This is an optimization exercise on Yosys and OpenROAD, whose aim is small area, a short achievable clock period and few clock cycles per item, not a production implementation.
In this exercise RTL edits were held to simulation tests only and were not proved equivalent to the original.
No activity file was given, so power comes from the tool's default toggle rates.

## ate1_pixel_unit
module ate1_pixel_unit (
    input  wire        clk,
    input  wire        rst,         
    input  wire        in_valid,
    output wire        in_ready,
    input  wire [3:0]  in_op,
    input  wire [63:0] in_d,
    input  wire [63:0] in_s,
    input  wire [16:0] in_t,
    output reg         out_valid,
    input  wire        out_ready,
    output reg  [63:0] out_p
);
Size in the first run: about 6800 cells after synthesis, ~770 flip-flops, about 220 I/O pins, ~73000 sq um of cells after synthesis.
clock: 16.0 ns
lec_check: 0
cap_margin: 20
core_margin: 2
core_utilization: 35
cts_cluster_diameter: 200
cts_cluster_size: 20
place_density: 0.75
slew_margin: 20
synth_hierarchical: 1
standard.sh (not shown) runs the stock make flow with config.mk's settings and CLKGATE_MAP_FILE= SYNTH_SCRIPT=/design/flow/synth_recipe.tcl, a recipe that flattens the netlist after the stock synthesis.
==> flow/flow/run.sh <==
#!/bin/bash
# Standard layout (bash standard.sh) with two changes to how it is made:
# - timing repair aims to leave flow/setup_margin ns of setup slack, so it
#   works towards a shorter period than the 16 ns clock (the SDC is unchanged);
# - the port buffers that buffer_ports inserts are buf_2 cells.
# The make output goes to flow_make.log; ORFS's own logs are under orfs/logs.
set -euo pipefail
export SETUP_SLACK_MARGIN=$(cat flow/setup_margin)
export BUFFER_PORTS_ARGS="-buffer_cell sky130_fd_sc_hd__buf_2"
bash standard.sh > flow_make.log 2>&1
==> flow/flow/setup_margin <==
10.5
The starting point produced a clean layout.
Testbench counts at the start, summed over its fixed seeds: cycles 42,153, items 32,000.
Then changed:
==> flow/flow/run.sh (replaced) <==
#!/bin/bash
# Standard layout (bash standard.sh) with two changes to how it is made:
# - timing repair aims to leave flow/setup_margin ns of setup slack, so it
#   works towards a shorter period than the 16 ns clock (the SDC is unchanged);
# - the port buffers that buffer_ports inserts are buf_1 cells.
# The make output goes to flow_make.log; ORFS's own logs are under orfs/logs.
set -euo pipefail
export SETUP_SLACK_MARGIN=$(cat flow/setup_margin)
export BUFFER_PORTS_ARGS="-buffer_cell sky130_fd_sc_hd__buf_1"
bash standard.sh > flow_make.log 2>&1
==> flow/flow/setup_margin (replaced) <==
11.0
- CORE_UTILIZATION: 35 -> 45
- GPL_ROUTABILITY_DRIVEN: not set -> 0
- PLACE_DENSITY: 0.75 -> not set
- TNS_END_PERCENT: not set -> 50
Effect: Count of clock-buffer cells in the layout grows by 1. Total power grows by 5.8%. Die area shrinks by about 22%. Global-route usage grows by 7.1 points. Fmax grows by 4.7%. Setup slack improved by 0.24 ns. Combinational power grows by about 8%. Utilization grows by 13 points. Via count grows by 1.8%.
Then changed:
==> flow/flow/run.sh (replaced) <==
#!/bin/bash
# Standard layout (bash standard.sh) with two changes to how it is made:
# - timing repair aims to leave flow/setup_margin ns of setup slack, so it
#   works towards a shorter period than the 16 ns clock (the SDC is unchanged);
# - the port buffers that buffer_ports inserts are buf_2 cells.
# The make output goes to flow_make.log; ORFS's own logs are under orfs/logs.
set -euo pipefail
export SETUP_SLACK_MARGIN=$(cat flow/setup_margin)
export BUFFER_PORTS_ARGS="-buffer_cell sky130_fd_sc_hd__buf_2"
bash standard.sh > flow_make.log 2>&1
==> flow/flow/setup_margin (replaced) <==
10.9
- CORE_UTILIZATION: 45 -> 35
- GPL_ROUTABILITY_DRIVEN: 0 -> not set
- TNS_END_PERCENT: 50 -> not set
Hold slack got worse by 0.013 ns.
Final area rose slightly.
Maximum frequency grows slightly.
Worst setup slack is better by 0.040 ns.
Total power goes down slightly.
Via count stays flat.
Routed wire length is lower slightly.
Cell count goes up by a few percent.
Core utilization went down by 11 points.
Sequential power hardly moves.
Then changed:
==> flow/flow/run.sh (replaced) <==
#!/bin/bash
# Standard layout (bash standard.sh) with two changes to how it is made:
# - timing repair aims to leave flow/setup_margin ns of setup slack, so it
#   works towards a shorter period than the 16 ns clock (the SDC is unchanged);
# - the port buffers that buffer_ports inserts are buf_1 cells.
# The make output goes to flow_make.log; ORFS's own logs are under orfs/logs.
set -euo pipefail
export SETUP_SLACK_MARGIN=$(cat flow/setup_margin)
export BUFFER_PORTS_ARGS="-buffer_cell sky130_fd_sc_hd__buf_1"
bash standard.sh > flow_make.log 2>&1
==> flow/flow/setup_margin (replaced) <==
10.8
- CORE_UTILIZATION: 35 -> 45
- CTS_CLUSTER_DIAMETER: 200 -> 150
=> Flip-flop and latch count does not change. Hold slack is better by 0.012 ns. Non-clock buffer count went down by 172.
Then changed:
==> flow/flow/run.sh (replaced) <==
#!/bin/bash
# Standard layout (bash standard.sh) with two changes to how it is made:
# - timing repair aims to leave flow/setup_margin ns of setup slack, so it
#   works towards a shorter period than the 16 ns clock (the SDC is unchanged);
# - the port buffers that buffer_ports inserts are buf_2 cells.
# The make output goes to flow_make.log; ORFS's own logs are under orfs/logs.
set -euo pipefail
export SETUP_SLACK_MARGIN=$(cat flow/setup_margin)
export BUFFER_PORTS_ARGS="-buffer_cell sky130_fd_sc_hd__buf_2"
bash standard.sh > flow_make.log 2>&1
==> flow/flow/setup_margin (replaced) <==
10.5
- CORE_UTILIZATION: 45 -> 35
- CTS_CLUSTER_DIAMETER: 150 -> 200
=>
- The new run produced a clean layout
- clock-buffer cell count rises by 6
- setup slack gets worse by 0.14 ns
- sequential cell count does not change
- die area rises by 28%
- routed wire length drops by 0.41%
- clock power barely changes
Then changed:
==> flow/flow/run.sh (replaced) <==
#!/bin/bash
# Standard layout (bash standard.sh) with two changes to how it is made:
# - timing repair aims to leave flow/setup_margin ns of setup slack, so it
#   works towards a shorter period than the 16 ns clock (the SDC is unchanged);
# - the port buffers that buffer_ports inserts are buf_1 cells.
# The make output goes to flow_make.log; ORFS's own logs are under orfs/logs.
set -euo pipefail
export SETUP_SLACK_MARGIN=$(cat flow/setup_margin)
export BUFFER_PORTS_ARGS="-buffer_cell sky130_fd_sc_hd__buf_1"
bash standard.sh > flow_make.log 2>&1
==> flow/flow/setup_margin (replaced) <==
10.8
- CORE_UTILIZATION: 35 -> 45
Core utilization went up by 12 points.
Setup slack gains 0.24 ns.
Area after synthesis stays the same.
Design area grows by 1.2%.
Total power rose by 2.2%.
Via count grows by 0.83%.
Die area came out lower by 22%.
Routed wire length went up by 0.63%.
Global-route usage went up by 6.7 points.

ate1_pixel_unit, a different RTL version from the one above (not shown whole).
Size: about 6900 cells after synthesis, about 74000 sq um of cells after synthesis.
// ate1_pixel_unit
module ate1_pixel_unit (
    input  wire        clk,
    input  wire        rst,         
    input  wire        in_valid,
    output wire        in_ready,
    input  wire [3:0]  in_op,
    input  wire [63:0] in_d,
    input  wire [63:0] in_s,
    input  wire [16:0] in_t,
    output reg         out_valid,
    input  wire        out_ready,
    output reg  [63:0] out_p
);
Settings: LEC_CHECK=0, CAP_MARGIN=20, CORE_MARGIN=2, CORE_UTILIZATION=35, CTS_CLUSTER_DIAMETER=200, CTS_CLUSTER_SIZE=20, SLEW_MARGIN=20, SYNTH_HIERARCHICAL=1; clock period 16.0 ns.
==> flow/flow/run.sh <==
#!/bin/bash
# Standard layout (bash standard.sh) with two changes to how it is made:
# - timing repair aims to leave flow/setup_margin ns of setup slack, so it
#   works towards a shorter period than the 16 ns clock (the SDC is unchanged);
# - the port buffers that buffer_ports inserts are buf_2 cells.
# The make output goes to flow_make.log; ORFS's own logs are under orfs/logs.
set -euo pipefail
export SETUP_SLACK_MARGIN=$(cat flow/setup_margin)
export BUFFER_PORTS_ARGS="-buffer_cell sky130_fd_sc_hd__buf_2"
bash standard.sh > flow_make.log 2>&1
==> flow/flow/setup_margin <==
11.0
Testbench counts at the start, summed over its fixed seeds: cycles 42,153, items 32,000.
==> next run, changes <==
==> flow/flow/setup_margin (replaced) <==
10.5
Synthesized cell count is unchanged.
Total power fell by 7.2%.
Wire length fell by 3.8%.
Final area is lower by 7.9%.
Worst setup slack gets worse by 0.12 ns.

RTL: one of the versions met above, not the one the previous note started from.
Size: roughly 6800 cells after synthesis, ~770 flip-flops, roughly 220 I/O pins, roughly 73000 sq um of cells after synthesis.
==> flow/config.mk <==
export PLATFORM = sky130hd
export DESIGN_NAME = ate1_pixel_unit
export DESIGN_NICKNAME = ate1_pixel_unit
export VERILOG_FILES = /design/flow/design.v
export SDC_FILE = /design/flow/constraint.sdc
export NUM_CORES = 8
export LEC_CHECK = 0
export CAP_MARGIN = 20
export CORE_MARGIN = 2
export CORE_UTILIZATION = 55
export CTS_CLUSTER_DIAMETER = 200
export CTS_CLUSTER_SIZE = 20
export SLEW_MARGIN = 20
export SYNTH_HIERARCHICAL = 1
==> flow/constraint.sdc <==
create_clock -name core_clock -period 16.0 [get_ports {clk}]
set_input_delay 3.2000 -clock core_clock [delete_from_list [all_inputs] [get_ports {clk}]]
set_output_delay 3.2000 -clock core_clock [all_outputs]
set_load 0.01 [all_outputs]
==> flow/flow/run.sh <==
#!/bin/bash
# Standard layout (bash standard.sh) with two changes to how it is made:
# - timing repair aims to leave flow/setup_margin ns of setup slack, so it
#   works towards a shorter period than the 16 ns clock (the SDC is unchanged);
# - the port buffers that buffer_ports inserts are buf_1 cells.
# The make output goes to flow_make.log; ORFS's own logs are under orfs/logs.
set -euo pipefail
export SETUP_SLACK_MARGIN=$(cat flow/setup_margin)
export BUFFER_PORTS_ARGS="-buffer_cell sky130_fd_sc_hd__buf_1"
bash standard.sh > flow_make.log 2>&1
==> flow/flow/setup_margin <==
10.7
The starting point ran to the end with no violations.
Testbench counts at the start, summed over its fixed seeds: cycles 42,153, items 32,000.
Next try:
--- a/flow/flow/run.sh
+++ b/flow/flow/run.sh
@@ -4,0 +5,2 @@
+# - the buffers ABC inserted are removed before placement instead of a
+#   first timing repair at floorplan;
@@ -8,0 +11 @@
+export REMOVE_ABC_BUFFERS=1
==> flow/flow/setup_margin (replaced) <==
10.8
Settings changed: CORE_UTILIZATION 55 to 45, GPL_ROUTABILITY_DRIVEN set to 0.
Total power goes down by 0.34%.
Fmax goes down by 2.0%.
Final area goes up by 1.2%.
Routed wire length goes up by 3.1%.
Hold slack improves by 5.0 ps.
Next try:
--- a/flow/flow/run.sh
+++ b/flow/flow/run.sh
@@ -5,3 +5 @@
-# - the buffers ABC inserted are removed before placement instead of a
-#   first timing repair at floorplan;
-# - the port buffers that buffer_ports inserts are buf_1 cells.
+# - the port buffers that buffer_ports inserts are buf_2 cells.
@@ -11,2 +9 @@
-export REMOVE_ABC_BUFFERS=1
-export BUFFER_PORTS_ARGS="-buffer_cell sky130_fd_sc_hd__buf_1"
+export BUFFER_PORTS_ARGS="-buffer_cell sky130_fd_sc_hd__buf_2"
==> flow/flow/setup_margin (replaced) <==
10.7
Settings changed: CORE_UTILIZATION 45 to 35, CTS_CLUSTER_DIAMETER 200 to 150, CTS_CLUSTER_SIZE 20 to 25, GPL_ROUTABILITY_DRIVEN 0 to not set.
Outcome: Critical path depth climbs by 1. Routed wire length grows slightly. Synthesized area is unchanged. Power barely changes. Count of clock-buffer cells in the layout came out lower by 11. Utilization drops by 11 points. Combinational power is about the same. Worst setup slack is better by 61 ps. Maximum frequency came out higher slightly. Die area grows by a quarter to a third.
Next try:
--- a/flow/flow/run.sh
+++ b/flow/flow/run.sh
@@ -5 +5 @@
-# - the port buffers that buffer_ports inserts are buf_2 cells.
+# - the port buffers that buffer_ports inserts are buf_1 cells.
@@ -9 +9 @@
-export BUFFER_PORTS_ARGS="-buffer_cell sky130_fd_sc_hd__buf_2"
+export BUFFER_PORTS_ARGS="-buffer_cell sky130_fd_sc_hd__buf_1"
==> flow/flow/setup_margin (replaced) <==
10.8
Settings changed: CORE_UTILIZATION 35 to 45, CTS_CLUSTER_DIAMETER 150 to 200, CTS_CLUSTER_SIZE 25 to 20, GPL_ROUTABILITY_DRIVEN set to 0.
Via count barely changes.
Setup slack improves by 99 ps.
Clock power barely changes.
Sequential cell count does not change.
Sequential share of layout area rises by 0.17 points.
Die area falls by 22%.
Total power rises by 1.1%.
Non-clock buffer count came out lower by 12.
Final cell count goes down by 5.7%.
Hold slack is worse by 27 ps.

-- separate check: timing with driven ports --
In the flow no input, the clock included, has a driving cell. The finished layouts below were timed again as built, in two steps. Step 1: set_driving_cell puts a clkbuf_16 on clk and a buf_2 on each other input, an assumption about the parent block. Step 2, shift: input delay + t, output delay - t, t = (earliest + latest rising clock arrival at the registers) / 2. This alone moves slack from input paths to output paths. Three values: ideal ports, drivers, drivers and shift; two values: the first two.
run | t (ns) | setup slack, ns | slew at the worst register clock pin (ns) | worst slew at a driven data input, ns
the first run of note 1 | 0.750 | 10.527 / 10.527 / 9.914 | 0.12 / 0.12 | 0.23
the second run of note 1 | 0.752 | 10.771 / 10.771 / 10.133 | 0.11 / 0.11 | 0.30
the third run of note 1 | 0.758 | 10.811 / 10.777 / 10.199 | 0.11 / 0.11 | 0.24
the fourth run of note 1 | 0.742 | 10.764 / 10.764 / 10.103 | 0.10 / 0.10 | 0.34
the fifth run of note 1 | 0.758 | 10.622 / 10.608 / 9.944 | 0.12 / 0.12 | 0.36
the sixth run of note 1 | 0.755 | 10.858 / 10.824 / 10.069 | 0.12 / 0.12 | 0.35
the first run of note 2 | 0.779 | 10.704 / 10.704 / 10.250 | 0.11 / 0.11 | 0.37
the second run of note 2 | 0.795 | 10.586 / 10.586 / 9.857 | 0.11 / 0.11 | 0.29
the first run of note 3 | 0.743 | 10.799 / 10.737 / 9.994 | 0.11 / 0.11 | 0.20
the second run of note 3 | 0.757 | 10.692 / 10.692 / 10.134 | 0.10 / 0.10 | 0.24
the third run of note 3 | 0.765 | 10.753 / 10.720 / 9.999 | 0.12 / 0.12 | 0.23
the fourth run of note 3 | 0.750 | 10.852 / 10.803 / 10.117 | 0.11 / 0.11 | 0.33
After both steps every run listed still meets setup and hold. The setup slack of the first run of note 3, which loses most, moves by -0.062 ns with the drivers and by -0.805 ns with both steps.
